This is an optimization exercise on Yosys and OpenROAD, whose aim is small area, a short achievable clock period and few clock cycles, not a production implementation.
The RTL was checked by simulation tests, not by an equivalence proof against the original design.

==> design.v <==
module stepstick_motion (
    input  wire        clk,
    input  wire        rst,           
    input  wire        cmd_valid,
    output wire        cmd_ready,
    input  wire [1:0]  cmd_op,
    input  wire [31:0] cmd_arg,
    output reg         rsp_valid,
    output wire [7:0]  rsp_status,
    output wire [47:0] rsp_data
);
    localparam [1:0] OP_INIT      = 2'd0;
    localparam [1:0] OP_MICROSTEP = 2'd1;
    localparam [1:0] OP_SPEED     = 2'd2;
    localparam [1:0] OP_ANGLE     = 2'd3;
    localparam [22:0] DV1 = 23'd1406250;    
    localparam [22:0] DV2 = 23'd2812500;
    localparam [22:0] DV3 = 23'd4218750;
    localparam [19:0] C7  = 20'd703125;     
    localparam [35:0] KK  = 36'haab2aaab0;
    localparam [1:0] S_FIRST = 2'd0;
    localparam [1:0] S_RUN   = 2'd1;
    localparam [1:0] S_FIN   = 2'd2;
    reg        hs;
    reg [15:0] steps;
    reg [3:0]  ms;
    reg [34:0] cc;
    reg [3:0]  smsb;     
    reg        snz;      
    reg        rdy;
    reg [1:0]  st;
    reg [1:0]  op;
    reg [31:0] mr;       
    reg        ob;       
    reg [35:0] S;        
    reg [35:0] C;        
    reg [7:0]  lS, lC;   
    reg        ln;       
    reg [4:0]  cnt;
    reg [5:0]  ix;       
    reg [1:0]  tp;       
    reg [7:0]  Ut;       
    reg        p;        
    reg [1:0]  dif;      
    reg [2:0]  dpv;      
    reg [1:0]  tpv;      
    reg        pend;     
    reg        s2, s01;  
    assign cmd_ready  = rdy;
    assign rsp_status = {5'd0, s2, s01, s01};
    assign rsp_data   = {13'd0, S[34:0]};
    function [2:0] bdec(input [2:0] b);
        bdec = {b[2], (b[2] & ~b[1] & ~b[0]) | (~b[2] & b[1] & b[0]), b[1] ^ b[0]};
    endfunction
    function [11:0] bdec4(input [8:0] b);
        bdec4 = {bdec(b[8:6]), bdec(b[6:4]), bdec(b[4:2]), bdec(b[2:0])};
    endfunction
    function [37:0] bsel(input [2:0] d, input [34:0] x);
        reg [35:0] mag;
        begin
            mag = d[0] ? {1'b0, x} : (d[1] ? {x, 1'b0} : 36'd0);
            bsel = {d[2], ~d[2], d[2] ? ~mag : mag};
        end
    endfunction
    reg  [11:0] bd;      
    wire [37:0] be0 = bsel(bd[2:0], cc);
    wire [37:0] be1 = bsel(bd[5:3], cc);
    wire [37:0] be2 = bsel(bd[8:6], cc);
    wire [37:0] be3 = bsel(bd[11:9], cc);
    wire [9:0]  low = {2'd0, lS} + {2'd0, lC} + {3'd0, ln, 6'd0};
    wire        cya = low[9] | low[8];      
    wire        cyb = low[9];
    wire [43:0] oa = {8'd0, S};
    wire [43:0] ob_ = {8'd0, C};
    wire [43:0] oc = {7'd0, be0[36:0]};
    wire [43:0] od = {5'd0, be1[36:0], 1'b0, be0[37]};
    wire [43:0] oe = {3'd0, be2[36:0], 1'b0, be1[37], 2'b00};
    wire [43:0] of = {1'b0, be3[36:0], 1'b0, be2[37], 4'd0};
    wire [43:0] sa = oa ^ ob_ ^ oc;
    wire [43:0] ca = {((oa & ob_) | (oa & oc) | (ob_ & oc)), 1'b0};
    wire [43:0] sb = od ^ oe ^ of;
    wire [43:0] cb = {((od & oe) | (od & of) | (oe & of)), cyb};
    wire [43:0] sc = sa ^ ca ^ sb;
    wire [43:0] ccv = {((sa & ca) | (sa & sb) | (ca & sb)), cya};
    wire [43:0] s2v = sc ^ ccv ^ cb;
    wire [43:0] c2s = {((sc & ccv) | (sc & cb) | (ccv & cb)), 1'b0};
    wire [35:0] fs  = S ^ C ^ KK;
    wire [35:0] fc  = {((S & C) | (S & KK) | (C & KK)), cyb};
    wire [24:0] wlo = {1'b0, fs[23:0]} + {1'b0, fc[23:0]} + {24'd0, cya};
    wire [11:0] fsh = fs[35:24];
    wire [11:0] fch = fc[35:24];
    wire        v_ovf = ((fsh ^ fch) != {fsh[10:0] | fch[10:0], wlo[24]});
    reg  [5:0]  hr1;
    always @(*) begin
        hr1 = 6'd0;
        case (cmd_arg[31:26])
            6'd0: hr1 = 6'd0;
            6'd1: hr1 = 6'd38;
            6'd2: hr1 = 6'd31;
            6'd3: hr1 = 6'd24;
            6'd4: hr1 = 6'd17;
            6'd5: hr1 = 6'd10;
            6'd6: hr1 = 6'd3;
            6'd7: hr1 = 6'd41;
            6'd8: hr1 = 6'd34;
            6'd9: hr1 = 6'd27;
            6'd10: hr1 = 6'd20;
            6'd11: hr1 = 6'd13;
            6'd12: hr1 = 6'd6;
            6'd13: hr1 = 6'd44;
            6'd14: hr1 = 6'd37;
            6'd15: hr1 = 6'd30;
            6'd16: hr1 = 6'd23;
            6'd17: hr1 = 6'd16;
            6'd18: hr1 = 6'd9;
            6'd19: hr1 = 6'd2;
            6'd20: hr1 = 6'd40;
            6'd21: hr1 = 6'd33;
            6'd22: hr1 = 6'd26;
            6'd23: hr1 = 6'd19;
            6'd24: hr1 = 6'd12;
            6'd25: hr1 = 6'd5;
            6'd26: hr1 = 6'd43;
            6'd27: hr1 = 6'd36;
            6'd28: hr1 = 6'd29;
            6'd29: hr1 = 6'd22;
            6'd30: hr1 = 6'd15;
            6'd31: hr1 = 6'd8;
            6'd32: hr1 = 6'd1;
            6'd33: hr1 = 6'd39;
            6'd34: hr1 = 6'd32;
            6'd35: hr1 = 6'd25;
            6'd36: hr1 = 6'd18;
            6'd37: hr1 = 6'd11;
            6'd38: hr1 = 6'd4;
            6'd39: hr1 = 6'd42;
            6'd40: hr1 = 6'd35;
            6'd41: hr1 = 6'd28;
            6'd42: hr1 = 6'd21;
            6'd43: hr1 = 6'd14;
            6'd44: hr1 = 6'd7;
            6'd45: hr1 = 6'd0;
            6'd46: hr1 = 6'd38;
            6'd47: hr1 = 6'd31;
            6'd48: hr1 = 6'd24;
            6'd49: hr1 = 6'd17;
            6'd50: hr1 = 6'd10;
            6'd51: hr1 = 6'd3;
            6'd52: hr1 = 6'd41;
            6'd53: hr1 = 6'd34;
            6'd54: hr1 = 6'd27;
            6'd55: hr1 = 6'd20;
            6'd56: hr1 = 6'd13;
            6'd57: hr1 = 6'd6;
            6'd58: hr1 = 6'd44;
            6'd59: hr1 = 6'd37;
            6'd60: hr1 = 6'd30;
            6'd61: hr1 = 6'd23;
            6'd62: hr1 = 6'd16;
            6'd63: hr1 = 6'd9;
            default: hr1 = 6'd0;
        endcase
    end
    wire [6:0]  hl  = cmd_arg[25:19];
    wire [5:0]  hr2 = (hl >= 7'd90) ? hl - 7'd90 : (hl >= 7'd45) ? hl - 7'd45 : hl[5:0];
    wire [6:0]  hsum = {1'b0, mr[30:25]} + {1'b0, mr[24:19]};
    wire [5:0]  At0 = (hsum >= 7'd45) ? hsum - 7'd45 : hsum[5:0];
    wire [5:0]  At  = mr[24:19];
    wire [18:0] Al  = mr[18:0];
    wire [7:0]  A3  = {ob, mr[31:25]};
    wire [23:0] q   = {C[35:19], S[35:29]};
    wire [5:0]  Rt  = S[28:23];
    wire [3:0]  Pt  = S[22:19];
    wire [18:0] Ls  = S[18:0];
    wire [7:0]  A30 = {2'd0, At0} + {1'b0, At0, 1'b0};
    wire [5:0]  Atx = (st == S_FIRST) ? At0 : At;
    wire [7:0]  A3x = (st == S_FIRST) ? A30 : A3;
    wire [7:0]  Utn = tpn[1] ? (tpn[0] ? A3x : {1'b0, Atx, 1'b0}) : (tpn[0] ? {2'b0, Atx} : 8'd0);
    wire [8:0]  T9  = {1'b0, Rt, 2'b00} + {3'b0, Pt, 2'b00} + {1'b0, Ut};
    reg  [2:0]  ad;
    reg  [5:0]  atr;
    always @(*) begin
        if      (T9 >= 9'd315) begin ad = 3'd7; atr = T9 - 9'd315; end
        else if (T9 >= 9'd270) begin ad = 3'd6; atr = T9 - 9'd270; end
        else if (T9 >= 9'd225) begin ad = 3'd5; atr = T9 - 9'd225; end
        else if (T9 >= 9'd180) begin ad = 3'd4; atr = T9 - 9'd180; end
        else if (T9 >= 9'd135) begin ad = 3'd3; atr = T9 - 9'd135; end
        else if (T9 >= 9'd90)  begin ad = 3'd2; atr = T9 - 9'd90;  end
        else if (T9 >= 9'd45)  begin ad = 3'd1; atr = T9 - 9'd45;  end
        else                   begin ad = 3'd0; atr = T9[5:0];     end
    end
    wire [21:0] lsum = {1'b0, Ls, 2'b00} + (tp[1] ? {2'd0, Al, 1'b0} : 22'd0)
                     + (tp[0] ? {3'd0, Al} : 22'd0);
    wire [3:0]  ptn = {1'b0, lsum[21:19]};
    wire [23:0] qa  = q + {21'd0, p, 2'b00};
    wire [23:0] qn  = {qa[21:0], ad[1:0]};
    wire [4:0]  dval = {1'b0, dif, 2'b00} + {3'd0, tpv} - {2'd0, dpv};
    wire [1:0]  dupd = pend ? ((dval >= 5'd3) ? 2'd3 : dval[1:0]) : dif;
    wire [1:0]  u    = {1'b0, Ls[18]};
    wire [6:0]  vt   = {1'b0, Rt} + {3'd0, Pt};
    wire        rnd  = (vt >= 7'd23) | ((u != 2'd0) & (vt >= 7'd22)) | ((u == 2'd3) & (vt >= 7'd21));
    wire [23:0] qb   = qa + 24'd1;
    wire        czero = (dupd == {1'b0, rnd});
    function sbit(input [15:0] s, input [5:0] k);
        sbit = k[5] ? 1'b0 : s[k[3:0]];
    endfunction
    wire [4:0]  nb   = {1'b0, smsb} + 5'd9 - {1'b0, ms};      
    wire [5:0]  ix0  = nb[0] ? {2'd0, smsb} - 6'd1 : {2'd0, smsb};
    wire [5:0]  ixn  = (st == S_FIRST) ? ix0 : ix - 6'd2;
    wire [1:0]  tpn  = {sbit(steps, ixn), sbit(steps, ixn - 6'd1)};
    reg  [3:0]  imsb;
    integer i;
    always @(*) begin
        imsb = 4'd0;
        for (i = 0; i < 16; i = i + 1)
            if (mr[i]) imsb = i[3:0];
    end
    wire [73:0] xpp  = {52'd0, C7, 2'b00};
    wire [1:0]  xpr  = xpp[{cnt, 1'b0} +: 2];
    wire [22:0] r4   = {S[20:0], xpr};
    wire [23:0] t1   = {1'b0, r4} - {1'b0, DV1};
    wire [23:0] t2   = {1'b0, r4} - {1'b0, DV2};
    wire [23:0] t3   = {1'b0, r4} - {1'b0, DV3};
    wire [1:0]  dd   = !t3[23] ? 2'd3 : !t2[23] ? 2'd2 : !t1[23] ? 2'd1 : 2'd0;
    wire [20:0] rn   = !t3[23] ? t3[20:0] : !t2[23] ? t2[20:0] : !t1[23] ? t1[20:0] : r4[20:0];
    wire [3:0]  msn  = (op == OP_INIT) ? 4'd8 : mr[3:0];
    wire [15:0] sv   = (op == OP_INIT) ? mr[15:0] : steps;
    always @(posedge clk) begin
        begin
            rsp_valid <= 1'b0;
            if (rdy) begin
                op  <= cmd_op;
                mr  <= (cmd_op == OP_ANGLE) ? {1'b0, hr1, hr2, cmd_arg[18:0]} : cmd_arg;
                ob  <= 1'b0;
                bd  <= bdec4({cmd_arg[7:0], 1'b0});
                S   <= {4'd0, ~cmd_arg[31], {31{cmd_arg[31]}}};
                C   <= 36'd0;
                lS  <= 8'd0;
                lC  <= 8'd0;
                ln  <= 1'b0;
                st  <= S_FIRST;
                if (cmd_valid) rdy <= 1'b0;
            end else begin
                S <= s2v[43:8];
                C <= c2s[43:8];
                case (op)
                OP_INIT, OP_MICROSTEP: begin
                    if (st == S_FIRST) begin
                        if (op == OP_MICROSTEP && !hs) begin
                            rsp_valid <= 1'b1; s2 <= 1'b0; s01 <= 1'b1; rdy <= 1'b1;
                        end else if (op == OP_MICROSTEP && mr[7:0] > 8'd8) begin
                            rsp_valid <= 1'b1; s2 <= 1'b1; s01 <= 1'b1; rdy <= 1'b1;
                        end else begin
                            if (op == OP_INIT) begin
                                hs    <= 1'b1;
                                steps <= mr[15:0];
                                smsb  <= imsb;
                                snz   <= |mr[15:0];
                            end
                            ms  <= msn;
                            if (msn[0]) begin
                                S   <= {16'd0, sv, 4'd0};
                                cnt <= 5'd17 - {2'd0, msn[3:1]};
                            end else begin
                                S   <= {17'd0, sv, 3'd0};
                                cnt <= 5'd18 - {2'd0, msn[3:1]};
                            end
                            cc <= 35'd0;
                            st <= S_RUN;
                        end
                    end else begin
                        S   <= {15'd0, rn};
                        cc  <= {cc[32:0], dd};
                        cnt <= cnt - 5'd1;
                        if (cnt == 5'd1) begin
                            S <= {1'b0, cc[32:0], dd};
                            rsp_valid <= 1'b1; s2 <= 1'b0; s01 <= 1'b0; rdy <= 1'b1;
                        end
                    end
                end
                OP_SPEED: begin
                    if (st == S_FIRST && !hs) begin
                        rsp_valid <= 1'b1; s2 <= 1'b0; s01 <= 1'b1; rdy <= 1'b1;
                    end else if (st == S_FIN) begin
                        S <= {12'd0, ~wlo[23], wlo[22:0]};
                        rsp_valid <= 1'b1; s2 <= v_ovf; s01 <= 1'b0; rdy <= 1'b1;
                    end else begin
                        S   <= s2v[43:8];
                        C   <= c2s[43:8];
                        lS  <= s2v[7:0];
                        lC  <= c2s[7:0];
                        ln  <= be3[37];
                        mr  <= {8'd0, mr[31:8]};
                        bd  <= bdec4(mr[15:7]);
                        if (st == S_FIRST) begin
                            cnt <= 5'd3;
                            st  <= S_RUN;
                        end else begin
                            cnt <= cnt - 5'd1;
                            if (cnt == 5'd1) st <= S_FIN;
                        end
                    end
                end
                default: begin  
                    if (st == S_FIRST) begin
                        if (!hs) begin
                            rsp_valid <= 1'b1; s2 <= 1'b0; s01 <= 1'b1; rdy <= 1'b1;
                        end else begin
                            {ob, mr[31:25]} <= A30;
                            mr[24:19] <= At0;
                            S   <= (snz & nb[0]) ? {17'd0, Al} : 36'd0;
                            S[28:23] <= (snz & nb[0]) ? At0 : 6'd0;
                            C   <= 36'd0;
                            p   <= 1'b0;
                            dif <= {1'b0, snz & nb[0]};
                            pend <= 1'b0;
                            ix  <= ixn;
                            tp  <= tpn;
                            Ut  <= Utn;
                            cnt <= nb[4:1];
                            st  <= (snz && nb[4:1] != 4'd0) ? S_RUN : S_FIN;
                        end
                    end else if (st == S_RUN) begin
                        S   <= {qn[6:0], atr, ptn, lsum[18:0]};
                        C   <= {qn[23:7], 19'd0};
                        p   <= ad[2];
                        dif <= dupd;
                        dpv <= ad;
                        tpv <= tp;
                        pend <= 1'b1;
                        ix  <= ixn;
                        tp  <= tpn;
                        Ut  <= Utn;
                        cnt <= cnt - 5'd1;
                        if (cnt == 5'd1) st <= S_FIN;
                    end else begin
                        S <= czero ? 36'd0 : {12'd0, rnd ? qb : qa};
                        rsp_valid <= 1'b1; s2 <= 1'b0; s01 <= 1'b0; rdy <= 1'b1;
                    end
                end
                endcase
            end
        end
        if (rst) begin
            rdy       <= 1'b1;
            hs        <= 1'b0;
            rsp_valid <= 1'b0;
        end
    end
endmodule
==> run.sh <==
#!/bin/bash
# synth_recipe.tcl (not shown) runs the flow's synth.tcl, then flattens the netlist and writes it again
# the make line also repeats each setting of config.mk as NAME=value (left out here)
make -C /OpenROAD-flow-scripts/flow DESIGN_CONFIG=/design/flow/config.mk WORK_HOME=/design/flow/orfs CLKGATE_MAP_FILE= SYNTH_SCRIPT=/design/flow/synth_recipe.tcl finish
==> config.mk <==
export PLATFORM = sky130hd
export DESIGN_NAME = stepstick_motion
export DESIGN_NICKNAME = stepstick_motion
export VERILOG_FILES = /design/flow/design.v
export SDC_FILE = /design/flow/constraint.sdc
export NUM_CORES = 4
export LEC_CHECK = 0
export ABC_AREA = 1
export CAP_MARGIN = 30
export CORE_MARGIN = 2
export CORE_UTILIZATION = 50
export PLACE_DENSITY = 0.7
export SETUP_SLACK_MARGIN = 3.0
export SLEW_MARGIN = 30
==> constraint.sdc <==
create_clock -name core_clock -period 7.0 [get_ports {clk}]
set_input_delay 1.4000 -clock core_clock [delete_from_list [all_inputs] [get_ports {clk}]]
set_output_delay 1.4000 -clock core_clock [all_outputs]
set_load 0.01 [all_outputs]
==> results of run 1 <==
-- critical path: stages (launching register included) --
cell	delay, ps
dfxtp_2	330
ha_4	240
ha_4	240
nand2_2	60
nor2_2	40
a211oi_2	190
o21bai_1	120
a21oi_1	160
nor2_1	80
or3_4	340
fa_2	460
inv_2	100
fa_2	220
inv_2	70
a21oi_4	150
o21ai_2	100
nand2_1	80
nand3_2	90
a21oi_2	160
xor2_1	220
nand2_1	80
a21oi_1	160
nand3_1	90
nand2_1	60
inv_1	40
-- worst paths after layout --
| kind | startpoint | to | slack [ps] |
|---|---|---|---|
| min | lC[2] | lC[2] | 480 |
| max reg2reg | lS[4] | S[16] | 3050 |
| min reg2reg | lC[2] | lC[2] | 480 |
| max | lS[4] | S[16] | 3050 |
-- cell usage in the layout, fill, tap and decap left out, types with 15 or more instances in the layout --
cell type / n
clkbuf_16: 36
edfxtp_1: 134
xor2_1: 211
nand2_1: 783
a21oi_1: 209
o21ai_0: 276
o21ai_1: 28
a31oi_1: 18
buf_4: 77
o22ai_1: 161
nor3_1: 34
nand3_1: 173
clkinv_1: 41
nand4_1: 39
fa_1: 163
dfxtp_2: 21
nor2_2: 19
o211ai_1: 43
dfxtp_1: 72
nand2_2: 18
or2_2: 15
clkdlybuf4s50_1: 76
inv_2: 28
nor2_1: 294
ha_1: 196
a221oi_1: 19
conb_1: 18
inv_1: 587
-- state kept, by name (all words and copies together), names as in the netlist, 3 cells and up --
name   count
C         36
S         36
cc        35
mr        29
steps     16
bd        11
Ut         8
lC         7
lS         7
ix         6
cnt        5
ms         4
smsb       4
dpv        3
-- stage by stage --
step	hold WS, ps	util [%]	worst slack [ps]	area [sq um]
after global placement	467	52.7	2560	29800
after global routing	499	56.7	2840	32100
final	476	56.7	3050	32100
after detailed placement	465	52.7	2540	29800
after CTS	480	54.8	2920	31000
after floorplan	424	-	3260	28800
-- metal layers --
| layer | GRT usage, % | wire, um | vias to the layer above |
|---|---|---|---|
| met3 | 9.77 | 14900 | 463 |
| li1 | - | - | 13300 |
| met1 | 48.5 | 44400 | 13700 |
| met2 | 55.0 | 48800 | 1978 |
| met4 | 23.6 | 9270 | 0 |
| met5 | 0 | 0 | - |
-- final cells by class --
type	instances	area share [%]
Clock inverter	17	0.549
Sequential cell	227	18.4
Inverter	669	7.98
Multi-Input combinational cell	2944	61.9
Clock buffer	36	2.37
Timing Repair Buffer	182	5.84
Tap cell	756	2.95
-- logic make-up after synthesis --
logic type,synth area share (%)
mux,0.0348
fa+ha+maj,20.6
flops,20.5
simple gates,21.1
other cells,0.0130
xor+xnor,7.26
compound gates,17.9
buf+inv,12.6
-- timing repair --
| action | 4_1_cts | 5_1_grt |
|---|---|---|
| endpoints found under the hold margin | 0 | 0 |
| cloned | 0 | 7 |
| setup endpoints to repair | 66 | 62 |
| buffers inserted | 5 | 46 |
| pin swaps | 10 | 37 |
| gates resized for setup | 55 | 140 |
==> results.sh, run 1 <==
export IMPL_ys_warn_count=1
export IMPL_firstDrtPassIters=7
export IMPL_status="complete, no violations"
export IMPL_syn_inst=4037
export IMPL_core_area_sq_um=56600
export IMPL_io_buffers=76
export IMPL_synthToLayoutAreaGrowth_pct=11.6
export IMPL_drive_above_1_share_pct=9.03
export IMPL_synth_area_sq_um=28800
export IMPL_cap_violations=0
export IMPL_drtIter0Drc=3670
export IMPL_cts_tree="done"
export IMPL_nets=4463
export IMPL_synth_seq_cells=227
export IMPL_multi_input_area_sq_um=19900
export IMPL_crit_path_start_kind="register"
export IMPL_synth_area_per_cell_sq_um=7.12
export IMPL_clock_latency_ps=620
export IMPL_post_synth_top_area_cell="edfxtp_1"
export IMPL_grt_max_degree=57
export IMPL_worst_pin_slew_ps=1070
export IMPL_finalWirelength_um=117000
export IMPL_min_period_ps=3950
export IMPL_num_vias=29400
export IMPL_grt_pass1_vias=27400
export IMPL_grt_overflow_total=0
export IMPL_end_kind="register"
export IMPL_die_h_um=244
export IMPL_hold_buffers=0
export IMPL_cts_sinks=227
export IMPL_antenna_found_initial=0
export IMPL_critical_path_required_ps=7510
export IMPL_period_share_pct=56.5
export IMPL_pin_count=95
export IMPL_fmax_mhz=253
export IMPL_drc_errors=0
export IMPL_synth_seq_area_share_pct=20.5
export IMPL_hold_violations=0
export IMPL_grt_pass1_wl_um=170000
export IMPL_vias_per_cell=6.09
export IMPL_synth_ff_type="edfxtp_1"
export IMPL_seqCellArea_sq_um=5910
export IMPL_n_fill_cell=5442
export IMPL_drtAntennaViolNets=0
export IMPL_holdPathStages=2
export IMPL_hp_class="reg -> reg"
export IMPL_skew_ps=31.2
export IMPL_relSlewSlack_pct=28.6
export IMPL_synth_edf_count=134
export IMPL_critPathKind="reg -> reg"
export IMPL_finalNonFillerCells=4831
export IMPL_cts_htree_levels=1
export IMPL_clk_pin_slew_ps=60
export IMPL_root_buffer="clkbuf_16"
export IMPL_antenna_cells=0
export IMPL_reg2reg_depth=24
export IMPL_setup_viol=0
export IMPL_synth_most_common_cell="nand2_1"
export IMPL_dieArea_sq_um=59500
export IMPL_cts_made_buffers=29
export IMPL_grt_total_usage_pct=37.3
export IMPL_ys_async_sr_fraction_pct=0
export IMPL_setup_tns_ps=0
export IMPL_cts_max_path_buffers=3
export IMPL_core_rowCount=87
export IMPL_synth_cell_type_count=71
export IMPL_dpl_cell_count=4720
export IMPL_synth_top_area_share_pct=14.0
export IMPL_initial_core_util_pct=50.8
export IMPL_rsz0062_at_grt="yes"
export IMPL_die_x_um=244
export IMPL_dp_hpwl_um=86000
export IMPL_wl_per_cell_um=24.3
export IMPL_gp_congestion=1.03
export IMPL_slew_viol_final=0
export IMPL_synthTopCellsByArea="edfxtp_1 (14%), fa_1 (12%), nand2_1 (10%)"
export IMPL_synth_common_cells="nand2_1 (803), inv_1 (600), nor2_1 (308)"
export IMPL_cp_max_fo=3
export IMPL_cp_data_arrival_time_ps=4460
Testbench counts, summed over its fixed seeds: cycles 26,747.
==> run 2: changes to the inputs <==
--- a/config.mk
+++ b/config.mk
@@ -11,4 +11,4 @@
 export CORE_UTILIZATION = 50
 export PLACE_DENSITY = 0.7
-export SETUP_SLACK_MARGIN = 3.0
+export SETUP_SLACK_MARGIN = 3.5
 export SLEW_MARGIN = 30
==> results.sh, run 2 <==
export IMPL_nets=4564
export IMPL_setup_viol=0
export IMPL_reg2reg_depth=20
export IMPL_top_regs="C (36), S (36), cc (35)"
export IMPL_layout_commonest_cell="nand2_1"
export IMPL_antenna_found_initial=4
export IMPL_syn_inst=4037
export IMPL_fmax_mhz=249
export IMPL_synth_ff_type="edfxtp_1"
export IMPL_core_area_sq_um=56600
export IMPL_wl_per_cell_um=24.4
export IMPL_relSlewSlack_pct=31.1
export IMPL_holdPathEnd="lS[5]"
export IMPL_hold_violations=0
export IMPL_cp_data_arrival_time_ps=4340
export IMPL_cpMaxStageDelayCell="fa_2"
export IMPL_initial_core_util_pct=50.8
export IMPL_core_rowCount=87
export IMPL_grt_pass1_vias=28300
export IMPL_num_vias=30700
export IMPL_io_buffers=76
export IMPL_clock_latency_ps=580
export IMPL_n_fill_cell=4940
export IMPL_drc_errors=0
export IMPL_pin_count=95
export IMPL_dp_hpwl_um=83700
export IMPL_critPathMostFrequentCell="nor2_1"
export IMPL_slew_viol_final=0
export IMPL_cp_max_fo=6
export IMPL_end_kind="register"
export IMPL_synth_common_cells="nand2_1 (803), inv_1 (600), nor2_1 (308)"
export IMPL_synth_cell_type_count=71
export IMPL_grt_pass1_wl_um=175000
export IMPL_die_x_um=244
export IMPL_clk_pin_slew_ps=60
export IMPL_status="complete, no violations"
export IMPL_root_buffer="clkbuf_16"
export IMPL_worst_slack_ps=2990
export IMPL_r2r_end="Ut[6]"
export IMPL_drtIter0Drc=4596
export IMPL_crit_path_start_kind="register"
export IMPL_preCtsSetupSlack_ps=2600
export IMPL_synth_most_common_cell="nand2_1"
export IMPL_grt_overflow_total=0
export IMPL_rr_startpoint="mr[19]"
export IMPL_cts_tree="done"
export IMPL_drive_above_1_share_pct=17.3
export IMPL_synth_seq_area_share_pct=20.5
export IMPL_cts_made_buffers=29
export IMPL_holdPathStages=2
export IMPL_vias_per_cell=6.23
export IMPL_die_h_um=244
export IMPL_synth_area_per_cell_sq_um=7.12
export IMPL_critPathKind="reg -> reg"
export IMPL_synth_area_sq_um=28800
export IMPL_synth_edf_count=134
export IMPL_finalWirelength_um=120000
export IMPL_min_period_ps=4010
export IMPL_hp_class="reg -> reg"
export IMPL_skew_ps=17.4
export IMPL_drtAntennaViolNets=0
export IMPL_rsz0062_at_grt="yes"
export IMPL_slowest_delay_ps=400
export IMPL_post_synth_top_area_cell="edfxtp_1"
export IMPL_grt_max_degree=55
export IMPL_cts_htree_levels=1
export IMPL_setup_tns_ps=0
export IMPL_dieArea_sq_um=59500
export IMPL_synth_seq_cells=227
export IMPL_period_share_pct=57.3
export IMPL_r2r_slack_ps=2990
export IMPL_path_cells="ha_2, fa_2, a21oi_2, o21ai_2, xnor2_2, nand2_1, nand2_2, nand3_4, buf_6, o21ai_4, ha_2, a31oi_2, nor2_1, nor2_1, inv_1, a21oi_2, xor2_1, nor2_1, nor2_1, nor2_1"
export IMPL_min_delay_start="lS[5]"
export IMPL_synthToLayoutAreaGrowth_pct=20.6
export IMPL_cts_sinks=227
export IMPL_ys_warn_count=1
export IMPL_gp_congestion=1.10
export IMPL_layout_common_cells="nand2_1 (763), inv_1 (554), nor2_1 (289), o21ai_0 (250), a21oi_1 (192)"
export IMPL_post_dp_cell_area_sq_um=29900
export IMPL_cap_violations=0
export IMPL_antenna_cells=0
export IMPL_ys_async_sr_fraction_pct=0
export IMPL_synth_top_area_share_pct=14.0
export IMPL_synthTopCellsByArea="edfxtp_1 (14%), fa_1 (12%), nand2_1 (10%)"
export IMPL_fin_hold_ws_ps=474
export IMPL_cts_max_path_buffers=3
export IMPL_worst_pin_slew_ps=1020
export IMPL_critical_path_required_ps=7330
export IMPL_grt_total_usage_pct=38.6
export IMPL_final_area_sq_um=34700
export IMPL_firstDrtPassIters=7
## run 2: cell families (layout without fill, tap and decap cells)
| kind of cell | Yosys count | in the layout | share of synthesized area (%) |
|---|---|---|---|
| compound gates | 877 | 878 | 17.9 |
| xor+xnor | 236 | 236 | 7.26 |
| fa+ha+maj | 373 | 373 | 20.6 |
| buf+inv | 883 | 1003 | 12.6 |
| flops | 227 | 227 | 20.5 |
| mux | 1 | 1 | 0.0348 |
| other cells | 1 | 18 | 0.0130 |
| simple gates | 1439 | 1440 | 21.1 |
## run 2: final cells by class
class | count | area [sq um] | area share, %
Tap cell | 756 | 946 | 2.73
Sequential cell | 227 | 5940 | 17.1
Inverter | 669 | 2610 | 7.51
Multi-Input combinational cell | 2946 | 21200 | 61.2
Timing Repair Buffer | 281 | 2970 | 8.55
Clock inverter | 18 | 223 | 0.642
Clock buffer | 35 | 768 | 2.21
## run 2: stage by stage
stage | std cells | util (%)
2_1_floorplan | 4054 | -
5_1_grt | 4932 | 61.3
3_5_place_dp | 4722 | 52.8
4_1_cts | 4865 | 58.4
6_report | 4932 | 61.3
3_3_place_gp | 4722 | 52.8
## run 2: how the worst max path moves through the flow
stage	start	to	slack, ps	depth (start not counted)
after global routing	mr[25]	Ut[6]	2840	24
after global placement	bd[9]	S[16]	2500	16
final	mr[19]	Ut[6]	2990	20
after detailed placement	bd[9]	S[16]	2600	16
after floorplan	bd[3]	S[2]	3480	12
after CTS	lS[6]	S[16]	3080	22
## run 2: worst max-delay path, delay by kind of cell (launching register included)
kind	cells	cell delay (ps)
DFF	1	390
buffers and inverters	2	230
adders and majority gates	3	930
xor gates and xnor gates	2	490
and+or+nand+nor	8	860
AOI/OAI and AO/OA	5	870
## run 2: layer usage
layer / global-route usage (%) / up-vias / part of all wire, % / routed length [um]
met5: 0 / - / 0.040 / 48
met4: 25.0 / 8 / 8.1 / 9740
met3: 12.7 / 606 / 15 / 17900
met2: 54.9 / 2379 / 41 / 48900
met1: 50.0 / 14200 / 36 / 43900
li1: - / 13500 / - / -
## run 2: timing repair
| item | in CTS | in global routing |
|---|---|---|
| pin swaps | 106 | 148 |
| setup buffers | 76 | 65 |
| hold buffers | 0 | 0 |
| endpoints found under the hold margin | 0 | 0 |
| setup endpoints to repair | 129 | 87 |
| gates cloned | 14 | 2 |
| gates resized for setup | 310 | 266 |

==> what the ideal ports hide <==
The results above use ideal ports. As a check the final layouts listed here were re-extracted and re-timed, cells and wires unchanged.
Step 1 (the two cells are an assumption about what drives the block):
set clk [get_ports {clk}]
set_driving_cell -lib_cell sky130_fd_sc_hd__clkbuf_16 $clk
set_driving_cell -lib_cell sky130_fd_sc_hd__buf_2 [delete_from_list [all_inputs] $clk]
Step 2 times the ports against the registers' clock, not the clock port: input delays grow and output delays shrink by t, the midpoint of the rising clock arrivals with the driver on.
Slacks: ideal / step 1 / step 2; pairs: ideal / step 1.
run | t, ns | setup slack, ns | hold slack, ns | worst register clock-pin slew, ns | worst slew at a driven data input, ns
run 1 | 0.663 | 3.048 / 3.048 / 2.610 | 0.476 / 0.476 / 0.476 | 0.07 / 0.07 | 0.08
run 2 | 0.636 | 2.989 / 2.989 / 2.989 | 0.474 / 0.474 / 0.474 | 0.06 / 0.06 | 0.06
After both steps every run listed still meets setup and hold. The setup slack of run 1, which loses most, moves by 0.000 ns with the drivers and by -0.438 ns with both steps.
